This is an optimization exercise on Yosys and OpenROAD, whose aim is small area, a short achievable clock period and few clock cycles, not a production implementation. Only simulation tests tie the RTL to the original design; equivalence was not proved. Power is estimated from default activity; no workload was simulated.

==> flow/design.v, too long to show whole: its modules and the start of the top module <==
// module rs_codec: 1041 lines
module rs_codec (
    input  wire       clk,
    input  wire       rst_n,
    input  wire       cmd_valid,
    output wire       cmd_ready,
    input  wire       cmd_op,
    input  wire [3:0] cmd_lvl,
    input  wire [7:0] cmd_len,
    input  wire       in_valid,
    output wire       in_ready,
    input  wire [7:0] in_data,
    output wire       out_valid,
    input  wire       out_ready,
    output wire [7:0] out_data,
    output reg        done,
    output reg  [3:0] err,
    output reg  [7:0] out_len
);
  // ...
==> flow/run.sh <==
#!/bin/bash
# synth_recipe.tcl (not shown) runs the flow's synth.tcl, then flattens the netlist and writes it again
# the make line also repeats each setting of config.mk as NAME=value (left out here)
make -C /OpenROAD-flow-scripts/flow DESIGN_CONFIG=/design/flow/config.mk WORK_HOME=/design/flow/orfs CLKGATE_MAP_FILE= SYNTH_SCRIPT=/design/flow/synth_recipe.tcl finish
==> flow/config.mk <==
export PLATFORM = sky130hd
export DESIGN_NAME = rs_codec
export DESIGN_NICKNAME = rs_codec
export VERILOG_FILES = /design/flow/design.v
export SDC_FILE = /design/flow/constraint.sdc
export NUM_CORES = 4
export LEC_CHECK = 0
export CAP_MARGIN = 20
export CORE_MARGIN = 2
export CORE_UTILIZATION = 30
export CTS_BUF_LIST = sky130_fd_sc_hd__clkbuf_16
export CTS_CLUSTER_DIAMETER = 60
export CTS_CLUSTER_SIZE = 20
export PLACE_DENSITY = 0.5
export SETUP_SLACK_MARGIN = 2.6
export SLEW_MARGIN = 20
==> flow/constraint.sdc <==
create_clock -name core_clock -period 5.0 [get_ports {clk}]
set_input_delay 1.0000 -clock core_clock [delete_from_list [all_inputs] [get_ports {clk}]]
set_output_delay 1.0000 -clock core_clock [all_outputs]
set_load 0.01 [all_outputs]
==> flow_summary.ini, run 1 <==
[yosys]
syn_inst = 4293
synth_top_family_by_area = XOR/XNOR gates
synth_top_area_share_pct = 32.1
synthArstFlopShare_pct = 0
synth_warnings = 2
synthSimpleGateAreaFrac_pct = 19.3
ys_types = 69
yosysMostFrequentCell = xor2_1

[worst_setup_path]
critical-path-slowest-cell = xor2_1
path_cells = xor2_1 -> a222oi_1 -> xor2_1 -> o21ai_0
cpMostUsedCell = xor2_1

[timing]
worst_pin_slew_ps = 1310
fin_ws_ps = 2420
finalCritPeriodShare_pct = 51.5

[layout]
final_cell_mix = xor2_1, nand3_1, dfxtp_1
buffer_area_share_pct = 5.92
buffers = 239
sh_seq_area_pct = 33.2
largest_register_ffs = 512
fin_area_um2 = 43200

[pwr]
vdd_drop_max_v = 0.000277
p_sw_mw = 3.15
p_clk_share_pct = 48.8

[clock_network]
cts_resized = 185

[floorplan]
die_x_um = 353

[status]
status = no timing/DRC/antenna violations

[detailed_routing]
vias = 32900

[global_route]
use_met3_pct = 5.47
Testbench counts, summed over its fixed seeds: cycles 42,257.
==> run 2, diff against run 1 <==
--- a/flow/design.v
+++ b/flow/design.v
@@ -23,16 +23,17 @@
   reg        a_r;        
   reg        a_op;
   reg        a_lok;      
   reg  [2:0] a_lvl;      
   reg  [7:0] a_len;
   reg        cmd_rdy;
   reg        d_inv;      
   reg        d_enc0;     
+  reg        d_e1;       
   reg        in_rdy;
   reg        v0, ibv, ib2v;
   reg  [7:0] ib0, ib, ib2;
   reg  [7:0] par [0:63];  
   reg        ph_out;                  
   reg  [6:0] ocnt;                    
   reg        oc16, oc32;              
   reg        o1;                      
@@ -43,16 +44,17 @@
   reg        pfx;                     
   reg  [7:0] bcnt;                    
   reg        b1;                      
   reg  [7:0] bolen;                   
   reg        bz, bo1;                 
   reg  [15:1] flo, fhi;               
   reg  [15:1] llo, lhi;               
   reg        rclr;                    
+  reg        f2, nzr;                 
   assign cmd_ready = cmd_rdy;
   assign in_ready  = in_rdy;
   assign out_valid = out_v;
   assign out_data  = par[0];
   wire cmd_fire = cmd_valid & cmd_rdy;
   wire in_fire  = in_valid & in_rdy;
   wire out_fire = out_v & out_ready;
   wire       step    = (ph_out & out_v & out_ready) | (~ph_out & ph_in & ibv);
@@ -888,17 +890,18 @@
   end
   wire [7:0] a_ns    = a_lvl[0] ? 8'd16 : a_lvl[1] ? 8'd32 : 8'd64;
   wire       a_inv   = ~a_lok | (a_op ? (a_len < a_ns) : ({1'b0, a_len} + {1'b0, a_ns} > 9'd255));
   wire [7:0] a_olen  = a_op ? a_len - a_ns : a_len + a_ns;
   wire [7:0] a_cnt   = a_op ? a_ns : a_len;
   wire       o_fit  = a_lvl[0] ? oc16 : a_lvl[1] ? oc32 : 1'b1;
   wire       load   = a_r & ~ph_in
                     & (~ph_out | (a_op & ~d_inv & o_fit))
-                    & (~d_enc0 | (~ph_fin & ~ph_out));
+                    & (~d_enc0 | (~ph_fin & ~f2 & ~ph_out))
+                    & ~(ph_fin & (d_inv | d_e1));
   wire       a_v_n  = (a_v & ~load) | cmd_fire;
   wire       last_in  = cons & b1 & (~pfx | bz);
   wire       pfx_end  = cons & b1 & pfx;
   wire       enc_end  = last_in & ~bop;             
   wire       last_out = out_fire & o1;
   wire [6:0] b_ns     = l1 ? 7'd16 : l2 ? 7'd32 : 7'd64;
   wire       o_act_n  = (ph_out & ~last_out) | enc_end;
   wire       ld_e0    = load & ~d_inv & d_enc0;     
@@ -942,30 +945,32 @@
       v0      <= 1'b0;
       ibv     <= 1'b0;
       ib2v    <= 1'b0;
       flo     <= 15'h0;
       fhi     <= 15'h0;
       ph_in   <= 1'b0;
       ph_out  <= 1'b0;
       ph_fin  <= 1'b0;
+      f2      <= 1'b0;
       out_v   <= 1'b0;
       done    <= 1'b0;
     end else begin
       cmd_rdy <= ~a_v_n;
       a_v     <= a_v_n;
       a_r     <= a_v & ~load;
       if (cmd_fire) begin
         a_op  <= cmd_op;
         a_lok <= (cmd_lvl == 4'd1) | (cmd_lvl == 4'd2) | (cmd_lvl == 4'd3);
         a_lvl <= {cmd_lvl[1:0] == 2'd3, cmd_lvl[1:0] == 2'd2, cmd_lvl[1:0] == 2'd1};
         a_len <= cmd_len;
       end
       d_inv  <= a_inv;
       d_enc0 <= ~a_op & (a_len == 8'd0);
+      d_e1   <= ~a_op & (a_len == 8'd1);
       v0     <= v0_n;
       ibv    <= ibv_n;
       ib2v   <= ib2v_n;
       if (in_fire) ib0 <= in_data;
       ib     <= h_v ? (pop ? ib2 : ib) : ib0;
       if (~t_v) ib2 <= ib0;
       in_rdy <= ~(v0_n & ibv_n & ib2v_n);
       flo    <= flo_n;
@@ -1003,39 +1008,39 @@
       if (load) begin
         ph_fin <= d_inv;
         binv   <= d_inv;
         pfx    <= a_op;
         {l3, l2, l1} <= a_lvl;
         bcnt   <= a_cnt;
         b1     <= (a_cnt == 8'd1);
         bolen  <= a_olen;
-        bz     <= (a_olen == 8'd0);
-        bo1    <= (a_olen == 8'd1);
+        bz     <= a_op & (a_len == a_ns);
+        bo1    <= a_op & (a_len == a_ns + 8'd1);
       end else begin
         if (cons) begin
           if (pfx_end) begin
             pfx  <= 1'b0;
             bcnt <= bolen;
             b1   <= bo1;
           end else begin
             bcnt <= bcnt - 8'd1;
             b1   <= (bcnt == 8'd2);
           end
         end
         ph_fin <= last_in & bop;
       end
+      f2 <= ph_fin;
       if (ph_fin) begin
+        nzr     <= nz & ~binv;
+        err     <= binv ? ERR_INVALID_INPUT : ERR_NONE;
+        out_len <= binv ? 8'd0 : bolen;
+      end
+      if (f2) begin
         done <= 1'b1;
-        if (binv) begin
-          err     <= ERR_INVALID_INPUT;
-          out_len <= 8'd0;
-        end else if (nz) begin
+        if (nzr) begin
           err     <= ERR_UNCORRECTABLE;
           out_len <= 8'd0;
-        end else begin
-          err     <= ERR_NONE;
-          out_len <= bolen;
         end
       end
     end
   end
 endmodule
==> run 2 against run 1 <==
  * Worst setup slack improved by 59 ps
  * Synthesized cell count rose by 0.63%
  * Via count rose by 2.0%
  * Clock power rose by 2%
  * Critical path type unchanged
==> flow_summary.ini, run 2 <==
[worst_setup_path]
start_kind = flop
required_ps = 5570
critPathCaptureType = flop
reg2regPathDepth = 5
cp_data_arrival_time_ps = 3090
cp_max_fo = 11
crit_type = flop to flop

[worst_hold_path]
min_path_type = flop to flop
hold_depth = 2

[layout]
final_cell_mix = xor2_1, nand3_1, dfxtp_1
largest_register_ffs = 512
nNetsFinal = 4283
layout_commonest_cell = xor2_1
layoutNonFillerInstCount = 5929
syn2layout_area_growth_pct = 17.6
n_antenna_cell = 0
drive_gt1_share_pct = 11.6
regMostFlops = par

[pwr]
comb_power_share_pct = 4.6
switching_share_pct = 26.1
power_mw = 12.0
powerDensity_nw_per_um2 = 278
leakage_nw = 16.7
p_clk_share_pct = 49.0
p_int_mw = 8.84
p_sw_mw = 3.13
vdd_drop_max_v = 0.000194
p_seq_share_pct = 46.4

[yosys]
seq_area_frac_synth_pct = 39.2
synth_edf_count = 88
synthArstFlopShare_pct = 0
synthTopCellsByArea = dfxtp_1, xor2_1, nand3_1
yosysMostFrequentCell = xor2_1
synthFlopType = dfxtp_1
synth_area_per_cell_um2 = 8.48
ys_seq_elements = 674
synth_top_area_cell = dfxtp_1
synthesis.area_um2 = 36600
yosys-top-cells-count = xor2_1, nand3_1, dfxtp_1
syn_inst = 4320
synth_top_area_share_pct = 32.0
synth_warnings = 2
ys_types = 76

[detailed_routing]
drt_wl_total_mm = 161
post-route-drc-count = 0
final_antenna_net_count = 0
viasPerCell = 5.65
drt_iter0_drc = 5250
drt_first_pass_iters = 11
vias = 33500
wire_per_inst_um = 27.2

[placed_design]
io_buffers = 49
dp_cells = 5692
gp_congestion = 1.02
dp_hpwl_mm = 111

[clock_network]
cts_tree = built
clock-sinks = 674
numCtsBuffers = 74
ctsHoldBuffers = 0
htreeDepth = 3
insertion_delay_ps = 690
clkTransAtPathRegs_ps = 70
clock-root-buffer = clkbuf_16
clock_path_buffers = 3

[floorplan]
die_area_um2 = 125000
start_util_pct = 30.1
io_pins = 50
die_x_um = 354
rows = 128
core_area_um2 = 122000
die_h_um = 354

[job]
max_cap_viol_count = 0

[global_route]
grtUsageTotal_pct = 24.4
antenna_found_initial = 4
overflow = 0
grt_pass1_vias = 30500
grt_max_degree = 175
grt_first_pass_wirelength_mm = 224

[timing]
setup_viol = 0
hold_viol = 0
slew_headroom_pct = 21.9
worst_pin_slew_ps = 1170
rsz0062_at_grt = true
fmax_mhz = 397
finalCritPeriodShare_pct = 50.3
period_needed_ps = 2520
finClkSkew_ps = 49.1
setup-tns-final_ps = 0
slew_violations = 0

[status]
status = no timing/DRC/antenna violations
## run 2: critical path, stage by stage, from the launching register on
cell	delay, ps
dfxtp_2	610
buf_4	380
xor2_1	730
a222oi_1	310
xor2_1	210
o21ai_0	160
## run 2: worst paths after layout
kind / from / end / slack (ps)
worst min-delay path: a_v / a_r / 480
worst max register to register: flo[6] / par[14][0] / 2480
worst min register to register: a_v / a_r / 480
worst max-delay path: flo[6] / par[14][0] / 2480
## run 2: per-layer routing
layer,wire [um],global-route usage [%],vias up
li1,-,-,15000
met4,10900,13.4,4
met2,66400,35.3,1964
met5,31,0,-
met3,18600,7.40,496
met1,65400,32.2,16100
## run 2: kinds of logic (layout without fill, tap and decap cells)
logic type	count (synthesis)	count (layout)	synth area share (%)
xor gates and xnor gates	898	898	21.6
adders and majority gates	13	13	0.485
DFF	674	674	39.2
muxes	39	39	1.12
and+or+nand+nor	1428	1429	18.8
buffers and inverters	404	380	4.63
AOI/OAI and AO/OA	864	871	14.2
## run 2: metrics by stage
step                      setup slack (ps)  area, um^2  hold slack (ps)  utilization, %
final                                 2480       43100              479            35.5
after CTS                             2490       42000              478            34.5
after global placement                1040       38400              469            31.6
after floorplan                       2390       36700              426               -
after global routing                  2490       43100              511            35.5
after detailed placement              1010       38400              476            31.6
## run 2: final cells by class
class / count / area (um^2)
clock inverters: 58 / 613
repair buffers: 220 / 2420
multi-input cells: 3250 / 21500
inverters: 24 / 97.6
well taps: 1625 / 2030
clock buffers: 78 / 1950
fillers: 12500 / 78400
flip-flops and latches: 674 / 14500
## run 2: power groups by stage
stage | combinational [mW] | clock (mW) | sequential, mW
CTS | 0.500 | 5.92 | 5.56
finish | 0.552 | 5.86 | 5.55
detailed placement | 0.470 | 0 | 5.69
global placement | 0.469 | 0 | 5.69
floorplan | 0.308 | 0 | 5.66
global route | 0.575 | 6.13 | 5.55
## run 2: timing repair
item | CTS | global route
gates cloned | 8 | 11
setup endpoints to repair | 592 | 281
pin swaps | 18 | 35
buffers inserted | 33 | 48
resized for setup | 161 | 110
Testbench counts of run 2, summed over its fixed seeds: cycles 42,264.
==> run 3, diff against run 2 <==
--- a/flow/config.mk
+++ b/flow/config.mk
@@ -12,5 +12,5 @@
 export CTS_CLUSTER_DIAMETER = 60
 export CTS_CLUSTER_SIZE = 20
 export PLACE_DENSITY = 0.5
-export SETUP_SLACK_MARGIN = 2.6
+export SETUP_SLACK_MARGIN = 2.75
 export SLEW_MARGIN = 20
==> run 3 against run 2 <==
  * Final cell count grew 1.5%
  * Non-clock buffer count grew 84
  * Sequential cell count is the same
  * Synthesized area is the same
  * Global-route usage grew 1.2 points
  * Clock-buffer cell count shrank 2
  * Register-to-register slack gained 40 ps
  * Highest routed layer unchanged
==> flow_summary.ini, run 3 <==
[timing]
finalCritPeriodShare_pct = 49.5
fmax_mhz = 404
slew_headroom_pct = 20.0
setup_viol = 0
period_needed_ps = 2470
rsz0062_at_grt = true
holdWs_ps = 488
hold_viol = 0
setup-tns-final_ps = 0
slew_violations = 0
finClkSkew_ps = 39.9
worst_pin_slew_ps = 1200

[global_route]
grt_first_pass_wirelength_mm = 234
grt_pass1_vias = 31200
grtUsageTotal_pct = 25.6
use_met3_pct = 8.65
antenna_found_initial = 2
busiest_layer = met2
overflow = 0
met1_usage_pct = 33.3
met2_usage_pct = 36.1
grt_max_degree = 186

[detailed_routing]
wire_per_inst_um = 28.0
drt_wl_total_mm = 168
final_antenna_net_count = 0
post-route-drc-count = 0
drt_first_pass_iters = 11
vias = 34200
drt_iter0_drc = 4977
viasPerCell = 5.68

[yosys]
synth_edf_count = 88
synthFlopType = dfxtp_1
ys_types = 76
ys_seq_elements = 674
synthArstFlopShare_pct = 0
syn_inst = 4320
yosysMostFrequentCell = xor2_1
synthTopCellsByArea = dfxtp_1, xor2_1, nand3_1
synth_warnings = 2
seq_area_frac_synth_pct = 39.2
synth_area_per_cell_um2 = 8.48
synthesis.area_um2 = 36600
synth_top_area_cell = dfxtp_1
yosys-top-cells-count = xor2_1, nand3_1, dfxtp_1
synth_top_area_share_pct = 32.0

[layout]
utilization_pct = 36.7
final_cell_mix = xor2_1, nand3_1, dfxtp_1
nFillCells = 12400
largest_register_ffs = 512
regMostFlops = par
syn2layout_area_growth_pct = 21.9
drive_gt1_share_pct = 16.0
layout_commonest_cell = xor2_1
nNetsFinal = 4368

[placed_design]
dp_hpwl_mm = 112
gp_congestion = 1.02
io_buffers = 49

[clock_network]
htreeDepth = 3
cts_tree = built
insertion_delay_ps = 690
clock-root-buffer = clkbuf_16
clock_path_buffers = 3
numCtsBuffers = 73
clkTransAtPathRegs_ps = 80
clock-sinks = 674
ctsHoldBuffers = 0

[floorplan]
core_area_um2 = 122000
start_util_pct = 30.1
rows = 128
die_h_um = 354
die_area_um2 = 125000
die_x_um = 354
io_pins = 50

[worst_setup_path]
cp_data_arrival_time_ps = 3030
crit_type = flop to flop
path_cells = buf_8 -> buf_4 -> buf_16 -> a222oi_1 -> xor2_1 -> o21ai_1
cp_max_fo = 18
crit_buf_inv = 3
start_kind = flop
critPathCaptureType = flop
critical-path-top-delay-family = compound AO/OA/AOI/OAI gates
required_ps = 5560
critical-path-slowest-cell = a222oi_1
slowest_delay_ps = 960

[pwr]
p_sw_mw = 3.14
switching_share_pct = 26.2
vdd_drop_max_v = 0.000266
p_seq_share_pct = 46.3
p_clk_share_pct = 48.8
leakage_nw = 17.5
comb_power_share_pct = 4.9
powerDensity_nw_per_um2 = 268
p_int_mw = 8.84

[worst_hold_path]
min_path_type = flop to flop

[job]
max_cap_viol_count = 0

[status]
status = no timing/DRC/antenna violations
run 3: cell count changes in the layout (fill, tap and decap cells not counted), sizes merged, moves of 3 or more:
cell           delta
clkdlybuf4s15    -10
inv               +4
dlygate4sd2      -14
bufbuf            +3
clkinvlp          -3
buf             +104
run 3: power groups by stage:
stage | logic (mW) | registers (mW) | clock network, mW
2_1_floorplan | 0.309 | 5.66 | 0
3_3_place_gp | 0.463 | 5.69 | 0
3_5_place_dp | 0.462 | 5.69 | 0
4_1_cts | 0.529 | 5.55 | 5.91
5_1_grt | 0.610 | 5.54 | 6.14
6_report | 0.585 | 5.54 | 5.85
run 3: area by class of cell:
cell class	count	area, um^2	area share, %
Tap cell	1625	2030	4.55
Antenna cell	1	2.50	0.00560
Sequential cell	674	14500	32.5
Clock buffer	76	1900	4.26
Timing Repair Buffer	304	3400	7.62
Clock inverter	59	639	1.43
Multi-Input combinational cell	3252	22100	49.4
Inverter	24	93.8	0.210
run 3: worst register-to-register path, delay by kind of cell, from the launching register on:
kind | cells | cell delay [ps]
XOR/XNOR | 1 | 290
buffers and inverters | 3 | 580
AO/OA/AOI/OAI | 2 | 1080
flip-flops | 1 | 400
run 3: repair_timing:
action | CTS | global route
gates cloned | 20 | 12
pin swaps | 47 | 101
buffers inserted | 104 | 54
gates resized for setup | 313 | 195
setup endpoints to repair | 698 | 447
run 3: per-stage QoR:
stage | std cells | worst slack [ps] | instance area (um^2) | total power, mW
final | 6015 | 2530 | 44700 | 12.0
after global routing | 6014 | 2550 | 44700 | 12.3
after CTS | 5947 | 2620 | 43200 | 12.0
after detailed placement | 5688 | 1180 | 38400 | 6.15
after global placement | 5688 | 1210 | 38400 | 6.15
after floorplan | 4320 | 2390 | 36800 | 5.97
run 3: kinds of logic (layout without fill, tap and decap cells):
logic type,Yosys count,in the layout,share of synthesized area (%)
and+or+nand+nor,1428,1429,18.8
xor gates and xnor gates,898,898,21.6
AOI/OAI and AO/OA,864,873,14.2
DFF,674,674,39.2
buffers and inverters,404,463,4.63
muxes,39,39,1.12
adders and majority gates,13,13,0.485
other,0,1,0
run 3: worst paths after layout:
path	from	to	slack, ps	cells past startpoint
hold reg to reg	a_v	a_r	490	2
setup reg to reg	l3	par[2][2]	2530	6
setup / recovery	l3	par[2][2]	2530	6
hold / removal	a_v	a_r	490	2
run 3: routing by layer:
metal | vias up | part of all wire (%)
met4 | 6 | 7.7
met5 | - | 0.10
li1 | 15200 | -
met3 | 596 | 12
met2 | 2041 | 40
met1 | 16300 | 40
==> run 4, diff against run 3 <==
--- a/flow/config.mk
+++ b/flow/config.mk
@@ -7,10 +7,9 @@
 export LEC_CHECK = 0
 export CAP_MARGIN = 20
 export CORE_MARGIN = 2
-export CORE_UTILIZATION = 30
+export CORE_UTILIZATION = 40
 export CTS_BUF_LIST = sky130_fd_sc_hd__clkbuf_16
 export CTS_CLUSTER_DIAMETER = 60
 export CTS_CLUSTER_SIZE = 20
-export PLACE_DENSITY = 0.5
-export SETUP_SLACK_MARGIN = 2.75
+export SETUP_SLACK_MARGIN = 2.7
 export SLEW_MARGIN = 20
==> run 4 against run 3 <==
  * Still clean
  * Via count down 0.87%
  * Utilization up 10 points
  * Clock skew down 12 ps
  * Synthesized cell count unchanged
  * Worst hold slack worse by 3.0 ps
  * Sequential share of layout area up 1.3 points
  * First-iteration DRC count up 13%
  * Clock power down 3%
  * Sequential power about the same
  * Critical path depth up 1
  * Total power down 1.6%
  * Register-to-register slack worse by 60 ps
  * Critical endpoint is now par[15][4]
  * Largest cell class unchanged
==> flow_summary.ini, run 4 <==
[floorplan]
io_pins = 50
die_area_um2 = 94100
rows = 111
core_area_um2 = 91200
die_x_um = 307
die_h_um = 307
start_util_pct = 40.2

[detailed_routing]
drt_wl_total_mm = 155
final_antenna_net_count = 0
drt_first_pass_iters = 15
vias = 33900
viasPerCell = 6.14
drt_iter0_drc = 5613
post-route-drc-count = 0
wire_per_inst_um = 28.1

[yosys]
syn_inst = 4320
synth_top_area_share_pct = 32.0
synthFlopType = dfxtp_1
synth_top_area_cell = dfxtp_1
synthesis.area_um2 = 36600
synth_area_per_cell_um2 = 8.48
synthTopCellsByArea = dfxtp_1, xor2_1, nand3_1
synth_edf_count = 88
seq_area_frac_synth_pct = 39.2
ys_seq_elements = 674
synthArstFlopShare_pct = 0
synth_warnings = 2
yosysMostFrequentCell = xor2_1
yosys-top-cells-count = xor2_1, nand3_1, dfxtp_1
ys_types = 76

[pwr]
p_sw_mw = 3.25
vdd_drop_max_v = 0.000325
comb_power_share_pct = 4.8
p_seq_share_pct = 47.1
leakage_nw = 16.9
switching_share_pct = 27.5
p_int_mw = 8.54
powerDensity_nw_per_um2 = 275
power_mw = 11.8
p_clk_share_pct = 48.1

[worst_hold_path]
min_path_type = flop to flop
min_from = a_v
min_to = a_r
hold_depth = 2

[layout]
regMostFlops = par
largest_register_ffs = 512
layout_commonest_cell = xor2_1
syn2layout_area_growth_pct = 17.0
nNetsFinal = 4308
fin_area_um2 = 42900
final_cell_mix = xor2_1, nand3_1, dfxtp_1
drive_gt1_share_pct = 13.6

[global_route]
grtUsageTotal_pct = 31.6
grt_max_degree = 198
grt_first_pass_wirelength_mm = 218
overflow = 0
antenna_found_initial = 7
grt_pass1_vias = 30800

[timing]
worst_pin_slew_ps = 1200
hold_viol = 0
period_needed_ps = 2540
fmax_mhz = 394
setup-tns-final_ps = 0
rsz0062_at_grt = true
finClkSkew_ps = 27.7
fin_ws_ps = 2460
slew_violations = 0
slew_headroom_pct = 20.1
finalCritPeriodShare_pct = 50.8
setup_viol = 0
holdWs_ps = 485

[worst_setup_path]
reg2regPathDepth = 7
r2r-end = par[15][4]
critPathCaptureType = flop
slowest_delay_ps = 570
cp_data_arrival_time_ps = 3100
crit_buf_inv = 0
required_ps = 5560
cp_max_fo = 7
crit-reg2reg-launch = flo[3]
cpMostUsedCell = a21o_1
r2r_setup_slack_ps = 2460
start_kind = flop
crit_type = flop to flop
critical-path-slowest-cell = xor2_4
path_cells = xor2_4 -> nand2_2 -> a21o_1 -> a21o_1 -> a311oi_1 -> xnor2_1 -> o21ai_1
critical-path-top-delay-family = compound AO/OA/AOI/OAI gates

[clock_network]
clock-root-buffer = clkbuf_16
clkTransAtPathRegs_ps = 70
clock-sinks = 674
htreeDepth = 3
clock_path_buffers = 3
insertion_delay_ps = 690
numCtsBuffers = 69
cts_tree = built

[status]
status = no timing/DRC/antenna violations

[placed_design]
dpl_cell_area_um2 = 37800
io_buffers = 49
dp_slack_ps = 1200
gp_congestion = 1.11
dp_hpwl_mm = 106

[job]
max_cap_viol_count = 0
[run 4: cell counts after synthesis]
Identical to the previous run, type by type.
[run 4: area by class of cell]
class	count	area, um^2
multi-input cells	3249	21700
well taps	1186	1480
flip-flops and latches	674	14500
diodes	3	7.51
repair buffers	251	2660
inverters	24	93.8
clock inverters	55	723
clock buffers	70	1750
fillers	8804	48400
[run 4: metrics by stage]
stage | std cells | utilization [%]
3_3_place_gp | 5251 | 41.4
4_1_cts | 5454 | 45.8
2_1_floorplan | 4320 | -
5_1_grt | 5510 | 47.0
6_report | 5512 | 47.0
3_5_place_dp | 5251 | 41.4
[run 4: cell families (layout without fill, tap and decap cells)]
kind of cell    Yosys count  in the layout  synth area share, %
simple gates           1428           1429                 18.8
xor+xnor                898            898                 21.6
compound gates          864            870                 14.2
flops                   674            674                 39.2
buf+inv                 404            400                 4.63
mux                      39             39                 1.12
fa+ha+maj                13             13                0.485
other cells               0              3                    0
[run 4: power groups by stage]
stage               clock, mW  sequential, mW  combinational [mW]
global placement            0            5.68               0.455
detailed placement          0            5.68               0.457
finish                   5.67            5.55               0.567
CTS                      5.70            5.55               0.510
floorplan                   0            5.66               0.309
global route             5.92            5.55               0.592
[run 4: worst max-delay path by stage]
stage / slack, ps / cells past startpoint / from / end
finish: 2460 / 7 / flo[3] / par[15][4]
detailed placement: 1200 / 8 / out_ready / flo[3]
CTS: 2600 / 12 / a_lvl[0] / ocnt[1]
global placement: 1260 / 8 / out_ready / flo[9]
floorplan: 2390 / 7 / out_ready / out_len[7]
global route: 2440 / 7 / flo[3] / par[15][4]
[run 4: what timing repair did]
action | 4_1_cts | 5_1_grt
pin swaps | 35 | 69
gates cloned | 12 | 8
hold endpoints to repair | 0 | 0
hold buffers | 0 | 0
resized for setup | 264 | 128
setup endpoints to repair | 664 | 319
buffers inserted | 66 | 47
[run 4: routing by layer]
| layer | part of all wire [%] | global-route usage [%] | vias up |
|---|---|---|---|
| met5 | 0.015 | 0.465 | - |
| met2 | 41 | 45.3 | 2064 |
| li1 | - | - | 15000 |
| met3 | 12 | 10.2 | 632 |
| met4 | 8.2 | 20.2 | 4 |
| met1 | 39 | 40.7 | 16100 |
[run 4: worst min-delay path, stage by stage, from the launching register on]
cell      delay [ps]
dfxtp_1          300
nand2b_1         100
nor2_1            50

## static timing again, ports no longer ideal
The flow's constraints put no driver on any port. The routed layouts listed below were extracted and timed again, unchanged, in two steps.
Step 1, drivers: a clkbuf_16 drives clk and a buf_2 each remaining input, both assumed.
Step 2 moves the port delays by t, midway between the first and last clock arrival at a register: inputs arrive t later, outputs are due t later. That takes back most of the time a late clock gives input paths.
Slacks: ideal / step 1 / step 2; pairs: ideal / step 1.
run | shift t [ns] | slack for setup (ns) | worst register clock-pin slew, ns | cell pins on the clock port's net
run 1 | 0.744 | 2.424 / 2.424 / 2.027 | 0.08 / 0.08 | 1
run 2 | 0.738 | 2.483 / 2.483 / 1.943 | 0.08 / 0.08 | 1
run 3 | 0.740 | 2.526 / 2.526 / 1.990 | 0.09 / 0.09 | 1
run 4 | 0.746 | 2.461 / 2.461 / 2.022 | 0.08 / 0.08 | 1
After both steps every run listed still meets setup and hold. For run 2, which loses most, drivers alone change the setup slack by 0.000 ns; drivers and shift together by -0.540 ns.
